This is an optimization exercise on Yosys and OpenROAD, whose aim is small area, a short achievable clock period and few clock cycles per item, not a production implementation. Function not checked in this run: the RTL went through the layout flow alone. Power and IR drop assume default switching activity.

==> design/flow/design.v <==
module sfd_rx (
    input  wire        clk,
    input  wire        rst,
    input  wire        rx_valid,
    input  wire        rx_eof,
    input  wire [7:0]  rx_byte,
    output wire        rx_ready,
    output wire        dout_valid,
    output wire [7:0]  dout_byte,
    input  wire        dout_ready,
    output wire        ctl_valid,
    output wire [15:0] ctl_seq,
    output wire [7:0]  ctl_op,
    output wire [7:0]  ctl_dest,
    output wire [7:0]  ctl_byte,
    output wire        ctl_last,
    input  wire        ctl_ready,
    output wire        tx_valid,
    output wire [7:0]  tx_byte,
    input  wire        tx_ready,
    output wire        anom_opc,
    output wire        anom_eof,
    output wire        irq
);
    localparam [7:0] MARKER       = 8'h1B;
    localparam [7:0] LIT_SENTINEL = 8'h1C;
    localparam [7:0] OP_DATA      = 8'h44;
    localparam [7:0] OP_ACK       = 8'h41;
    localparam [3:0] ST_P0 = 4'd3;
    localparam [3:0] ST_P6 = 4'd9;
    localparam [3:0] ST_RD = 4'd10;
    localparam [1:0] DS_NORMAL = 2'd0;
    localparam [1:0] DS_SAW1   = 2'd1;
    localparam [1:0] DS_SAW2   = 2'd2;
    function in_catalog(input [7:0] op);
        case (op)
            8'h01, 8'h02, 8'h10, 8'h11, 8'h12, 8'h13, 8'h14, 8'h15,
            8'h16, 8'h17, 8'h18, 8'h20, 8'h21, 8'h22, 8'h23,
            OP_ACK, OP_DATA: in_catalog = 1'b1;
            default:         in_catalog = 1'b0;
        endcase
    endfunction
    reg  [3:0]  st;
    reg  [15:0] hdr_seq;
    reg  [7:0]  hdr_op;
    reg  [7:0]  hdr_dest;
    reg  [15:0] hdr_len;
    reg  [15:0] rem;
    reg         is_data;
    reg  [1:0]  ds;
    reg         rx_live;
    reg         opc_flag;
    reg         eof_flag;
    reg  [7:0]  d0, d1, d2;
    reg  [1:0]  dcnt;
    reg  [8:0]  c0, c1;
    reg  [1:0]  ccnt;
    reg         tx_busy;
    reg  [3:0]  tx_idx;
    reg  [15:0] tx_seq;
    reg  [15:0] ack_seq;
    reg  [15:0] ack_len;
    wire in_rd   = (st == ST_RD);
    wire in_rp   = (st >= ST_P0) && (st <= ST_P6);
    wire p_last  = (st == ST_P6);
    wire rd_data = in_rd && is_data;
    wire rd_ctrl = in_rd && !is_data;
    wire last    = (rem == 16'd1);
    reg dq_ok;
    always @(*) begin
        if (p_last)
            dq_ok = (ds == DS_SAW2) ? (dcnt <= 2'd1) :
                    (ds == DS_SAW1) ? (dcnt <= 2'd2) : 1'b1;
        else if (rd_data)
            dq_ok = (ds == DS_NORMAL) ? (dcnt <= 2'd2) : (dcnt <= 2'd1);
        else
            dq_ok = 1'b1;
    end
    wire cq_ok = rd_ctrl ? (ccnt != 2'd2) : in_rp ? (ccnt == 2'd0) : 1'b1;
    wire aq_ok = !(rd_data && last && tx_busy);
    assign rx_ready = rx_live && dq_ok && cq_ok && aq_ok;
    wire fire   = rx_valid && rx_ready;
    wire fire_b = fire && !rx_eof;
    wire [7:0] b = rx_byte;
    wire b_mk    = (b == MARKER);
    reg  [1:0] dpush;
    reg  [7:0] dw0, dw1;
    always @(*) begin
        dpush = 2'd0;
        dw0   = MARKER;
        dw1   = MARKER;
        if (fire_b) begin
            if (p_last)
                dpush = ds;
            else if (rd_data) begin
                case (ds)
                    DS_NORMAL: if (!b_mk) begin dpush = 2'd1; dw0 = b; end
                    DS_SAW1:   if (!b_mk) begin dpush = 2'd2; dw1 = b; end
                    default:   if (b == LIT_SENTINEL) dpush = 2'd2;
                endcase
            end
        end
    end
    wire cpush     = fire_b && rd_ctrl;
    wire ack_start = fire_b && rd_data && last;
    always @(posedge clk) begin
        if (rst) begin
            st       <= 4'd0;
            ds       <= DS_NORMAL;
            rx_live  <= 1'b1;
            opc_flag <= 1'b0;
            eof_flag <= 1'b0;
        end else if (fire && rx_eof) begin
            rx_live  <= 1'b0;
            eof_flag <= 1'b1;
        end else if (fire_b) begin
            if (in_rd) begin
                if (is_data) begin
                    case (ds)
                        DS_NORMAL: ds <= b_mk ? DS_SAW1 : DS_NORMAL;
                        DS_SAW1:   ds <= b_mk ? DS_SAW2 : DS_NORMAL;
                        default:   ds <= DS_NORMAL;
                    endcase
                end
                if (last) st <= 4'd0;
            end else if (p_last) begin
                ds <= DS_NORMAL;
                if (!in_catalog(hdr_op)) opc_flag <= 1'b1;
                st <= ({hdr_len[15:8], b} == 16'h0000) ? 4'd0 : ST_RD;
            end else if (in_rp) begin
                st <= st + 4'd1;
            end else begin
                st <= b_mk ? st + 4'd1 : 4'd0;
            end
        end
    end
    always @(posedge clk) begin
        if (fire_b) begin
            case (st)
                4'd4: hdr_seq[15:8] <= b;
                4'd5: hdr_seq[7:0]  <= b;
                4'd6: begin hdr_op <= b; is_data <= (b == OP_DATA); end
                4'd7: hdr_dest <= b;
                4'd8: hdr_len[15:8] <= b;
                4'd9: begin hdr_len[7:0] <= b; rem <= {hdr_len[15:8], b}; end
                ST_RD: rem <= rem - 16'd1;
                default: ;
            endcase
        end
    end
    wire       dpop  = dout_valid && dout_ready;
    wire [1:0] dbase = dcnt - {1'b0, dpop};
    always @(posedge clk) begin
        if (rst) dcnt <= 2'd0;
        else     dcnt <= dcnt + dpush - {1'b0, dpop};
    end
    always @(posedge clk) begin
        if (dpush != 2'd0 && dbase == 2'd0)      d0 <= dw0;
        else if (dpop)                            d0 <= d1;
        if (dpush != 2'd0 && dbase == 2'd1)      d1 <= dw0;
        else if (dpush == 2'd2 && dbase == 2'd0) d1 <= dw1;
        else if (dpop)                            d1 <= d2;
        if (dpush != 2'd0 && dbase == 2'd2)      d2 <= dw0;
        else if (dpush == 2'd2 && dbase == 2'd1) d2 <= dw1;
    end
    assign dout_valid = (dcnt != 2'd0);
    assign dout_byte  = d0;
    wire cpop  = ctl_valid && ctl_ready;
    wire cbase = ccnt[1] | (ccnt[0] & !cpop);    
    always @(posedge clk) begin
        if (rst) ccnt <= 2'd0;
        else     ccnt <= ccnt + {1'b0, cpush} - {1'b0, cpop};
    end
    always @(posedge clk) begin
        if (cpush && !cbase) c0 <= {b, last};
        else if (cpop)       c0 <= c1;
        if (cpush && cbase)  c1 <= {b, last};
    end
    assign ctl_valid = (ccnt != 2'd0);
    assign ctl_seq   = hdr_seq;
    assign ctl_op    = hdr_op;
    assign ctl_dest  = hdr_dest;
    assign ctl_byte  = c0[8:1];
    assign ctl_last  = c0[0];
    always @(posedge clk) begin
        if (ack_start) begin
            ack_seq <= hdr_seq;
            ack_len <= hdr_len;
        end
    end
    always @(posedge clk) begin
        if (rst) begin
            tx_busy <= 1'b0;
            tx_idx  <= 4'd0;
            tx_seq  <= 16'h0000;
        end else if (ack_start) begin
            tx_busy <= 1'b1;
            tx_idx  <= 4'd0;
        end else if (tx_busy && tx_ready) begin
            if (tx_idx == 4'd13) begin
                tx_busy <= 1'b0;
                tx_seq  <= (tx_seq == 16'hFFFE) ? 16'h0000 : tx_seq + 16'd1;
            end
            tx_idx <= tx_idx + 4'd1;
        end
    end
    reg [7:0] tx_mux;
    always @(*) begin
        case (tx_idx)
            4'd0, 4'd1, 4'd2: tx_mux = MARKER;
            4'd4:  tx_mux = tx_seq[15:8];
            4'd5:  tx_mux = tx_seq[7:0];
            4'd6:  tx_mux = OP_ACK;
            4'd9:  tx_mux = 8'h04;
            4'd10: tx_mux = ack_seq[15:8];
            4'd11: tx_mux = ack_seq[7:0];
            4'd12: tx_mux = ack_len[15:8];
            4'd13: tx_mux = ack_len[7:0];
            default: tx_mux = 8'h00;
        endcase
    end
    assign tx_valid = tx_busy;
    assign tx_byte  = tx_mux;
    assign anom_opc = opc_flag;
    assign anom_eof = eof_flag;
    assign irq      = opc_flag | eof_flag;
endmodule
==> design/flow/run.sh <==
#!/bin/bash
# synth_recipe.tcl (not shown) runs the flow's synth.tcl, then flattens the netlist and writes it again
# the make line also repeats each setting of config.mk as NAME=value (left out here)
make -C /OpenROAD-flow-scripts/flow DESIGN_CONFIG=/design/flow/config.mk WORK_HOME=/design/flow/orfs CLKGATE_MAP_FILE= SYNTH_SCRIPT=/design/flow/synth_recipe.tcl finish
==> design/flow/config.mk <==
export PLATFORM = sky130hd
export DESIGN_NAME = sfd_rx
export DESIGN_NICKNAME = sfd_rx
export VERILOG_FILES = /design/flow/design.v
export SDC_FILE = /design/flow/constraint.sdc
export NUM_CORES = 4
export LEC_CHECK = 0
export CAP_MARGIN = 20
export CORE_MARGIN = 2
export CORE_UTILIZATION = 40
export PLACE_DENSITY = 0.6
export SLEW_MARGIN = 20
==> design/flow/constraint.sdc <==
create_clock -name core_clock -period 6.0 [get_ports {clk}]
set_input_delay 1.2000 -clock core_clock [delete_from_list [all_inputs] [get_ports {clk}]]
set_output_delay 1.2000 -clock core_clock [all_outputs]
set_load 0.01 [all_outputs]
==> results_dict.tcl <==
set metrics [dict create \
    setup_violations 0 \
    irDropWorstVdd_mv 0.2085 \
    holdCritPathClass "reg2reg" \
    cp-start-kind "flip-flop" \
    totalWireLength_microns 22040 \
    worst_slew_pin_slew_ps 903.7 \
    synthFlopType "edfxtp_1" \
    pwr-share-clk_pct 42.0 \
    cp.required_ps 4800 \
    seq_power_share_pct 52.1 \
    fin_skew_ps 13.16 \
    p_leak_nw 3.412 \
    dieHeight_microns 148.4 \
    setup_ws_ps 1759 \
    path_clk_slew_ps 70 \
    ctsHoldBuffers 0 \
    yosysWarnings 1 \
    switching_power_mw 0.6037 \
    combPwrFrac_pct 5.8 \
    area_growth_pct 19.83 \
    hold_viol 0 \
    avgSynthCellArea_sq_um 11.52 \
    wl_per_cell_microns 20.29 \
    post_cts_resized 0 \
    die_area_sq_um 22030 \
    grt_usage_pct 20.37 \
    p_per_area_nw_per_um2 252.4 \
    final_antenna_net_count 0 \
    synth.top_cells.by_area "edfxtp_1, dfxtp_1, nand2_1" \
    finalMaxSlewViolations 0 \
    register_area_sq_um 4855 \
    dp_slack_ps 1586 \
    fmax_mhz 235.8 \
    synth_top_area_cell "edfxtp_1" \
    yosysMostFrequentCell "edfxtp_1" \
    insertion_delay_ps 430 \
    dp_hpwl_microns 15750 \
    num_io_pins 79 \
    setup_tns_ps 0 \
    ys_ff_latch 173 \
    nets 835 \
    grt_pass1_wl_microns 34220 \
    die_w_microns 148.4 \
    grt_start_max_net_pins 33 \
    yosysTopAreaCellShare_pct 50.03 \
    postCtsSetupRepairBufs 0 \
    cp.arrival_ps 3040 \
    place_congestion 0.9466 \
    switching_share_pct 23.93 \
    drt_iter0_drc 555 \
    synth_edf_count 139 \
    grt_pass1_vias 6008 \
    drc 0 \
    synthCells 724 \
    dr.pass1.iters 5 \
    core_area_sq_um 20360 \
    h-tree-depth 4 \
    fillers 1802 \
    period_needed_ps 4241 \
    end_kind "primary output" \
    r2r.worst_path.cells 15 \
    relSlewSlack_pct 38.99 \
    root_buffer "clkbuf_16" \
    cts_tree "yes" \
    hold_path_depth 0 \
    synth_area_sq_um 8343 \
    fin_crit_sh_pct 70.68 \
    synth_seq_area_share_pct 58.19 \
    io_buffer_count 78 \
    vias 6223 \
    cts_buffers 17 \
    whs_ps 420.0 \
    synth_common_cells "edfxtp_1, nand2_1, nor2_1" \
    outcome "complete, no violations" \
    initial_core_util_pct 40.97 \
    synthesis.nets 756 \
    diodes 0 \
    drive_gt1_share_pct 9.681 \
    cp_max_fo 7 \
    viasPerCell 5.730 \
    multi_input_area_sq_um 3248 \
    rows 52 \
    globalRouteOverflowTotal 0 \
    p_int_mw 1.919 \
    drv_cap 0 \
    synthDistinctLibCells 71 \
    grt_setup_unrepaired "no" \
    crit_type "reg2out" \
    cts_max_path_buffers 2 \
    synthArstFlopShare_pct 0 \
    grt_antenna_before_repair 0 \
    cts_sinks 173 \
]
-- layer usage --
| metal | wire (microns) | vias up | track usage (%) |
|---|---|---|---|
| li1 | - | 2897 | - |
| met1 | 10090 | 3070 | 28.63 |
| met2 | 10190 | 232 | 31.76 |
| met3 | 1368 | 24 | 4.479 |
| met4 | 384 | 0 | 6.143 |
| met5 | 0 | - | 0 |
-- state kept, by name, indices dropped and copies added (netlist names), 9 cells and up --
| name | cells |
|---|---|
| tx_seq | 16 |
| ack_seq | 16 |
| hdr_len | 16 |
| c1 | 9 |
| rem | 16 |
| ack_len | 16 |
| c0 | 9 |
| hdr_seq | 16 |
-- worst max-delay path, stage by stage (launching register included) --
cell and delay, ps:
dfxtp_1 350, inv_1 140, ha_1 320, or4bb_1 600
o221a_2 200, o22a_1 300, and3_1 220, clkdlybuf4s50_1 470
-- cells in the final DEF (no fill, tap or decap), drive strengths merged, types with 9 or more instances in the layout --
cell,Yosys,final
clkbuf,23,17
nor2,59,59
nor4,9,9
nand4,10,10
and2,15,15
a21oi,33,33
xnor2,22,22
and3,17,17
ha,17,17
mux2,17,17
o21ai,34,34
nor3,28,28
edfxtp,139,139
dfxtp,34,34
nor2b,11,11
inv,24,32
clkdlybuf4s50,0,78
nand3,24,24
nand2,59,59
buf,10,15
-- per-stage QoR --
stage | std cells | area (sq um) | total power [mW] | utilization [%]
2_1_floorplan | 724 | 8343 | 1.402 | -
3_3_place_gp | 1054 | 9424 | 1.488 | 46.28
3_5_place_dp | 1054 | 9424 | 1.490 | 46.28
4_1_cts | 1086 | 9997 | 2.547 | 49.09
5_1_grt | 1086 | 9997 | 2.611 | 49.09
6_report | 1086 | 9997 | 2.523 | 49.09
-- power groups by stage --
stage	Combinational, mW	Clock, mW	Sequential [mW]
floorplan	0.0571	0	1.35
global placement	0.147	0	1.34
detailed placement	0.149	0	1.34
CTS	0.150	1.08	1.31
global route	0.163	1.13	1.32
finish	0.148	1.06	1.31
-- layout make-up --
class / count / share of cell area, %
sequential: 173 / 48.56
multi-input combinational: 494 / 32.49
timing repair buffer: 93 / 8.936
clock buffer: 17 / 4.255
tap: 270 / 3.379
clock inverter: 15 / 1.477
inverter: 24 / 0.9011
-- final timing paths --
| kind | start | end | slack [ps] |
|---|---|---|---|
| hold / removal | hdr_len[7]$_DFFE_PP_ | ack_len[7]$_DFFE_PP_ | 420 |
| hold reg to reg | hdr_len[7]$_DFFE_PP_ | ack_len[7]$_DFFE_PP_ | 420 |
| setup reg to reg | st[0]$_SDFFE_PP0P_ | dcnt[1]$_SDFF_PP0_ | 2350 |
| setup / recovery | st[0]$_SDFFE_PP0P_ | rx_ready | 1760 |
-- kinds of logic (layout without fill, tap and decap cells) --
group | Yosys count | count (layout) | synth area share (%)
simple gates | 275 | 275 | 17.43
flops | 173 | 173 | 58.19
compound gates | 147 | 147 | 12.55
buf+inv | 57 | 149 | 2.879
xor+xnor | 30 | 30 | 3.149
mux | 25 | 25 | 3.254
fa+ha+maj | 17 | 17 | 2.549

-- what the ideal ports hide --
No port has a modelled driver above. Below, the same layout with a new extraction and two added sets of constraints.
Step 1 assumes that a clkbuf_16 drives the clock port and a buf_2 every other input.
Step 2 also shifts input and output timing later by t, the mid clock arrival at the registers, as if the neighbouring blocks saw the same clock.
Slacks: no drivers / after step 1 / after step 2; pairs: no drivers / after step 1.
t, ns: 0.475
setup slack, ns: 1.759 / 1.709 / 1.548
worst hold slack (ns): 0.420 / 0.420 / 0.420
worst setup path at the end: input to register
After both steps setup and hold are still met in this run. For this run, drivers alone change the setup slack by -0.050 ns; drivers and shift together by -0.211 ns.
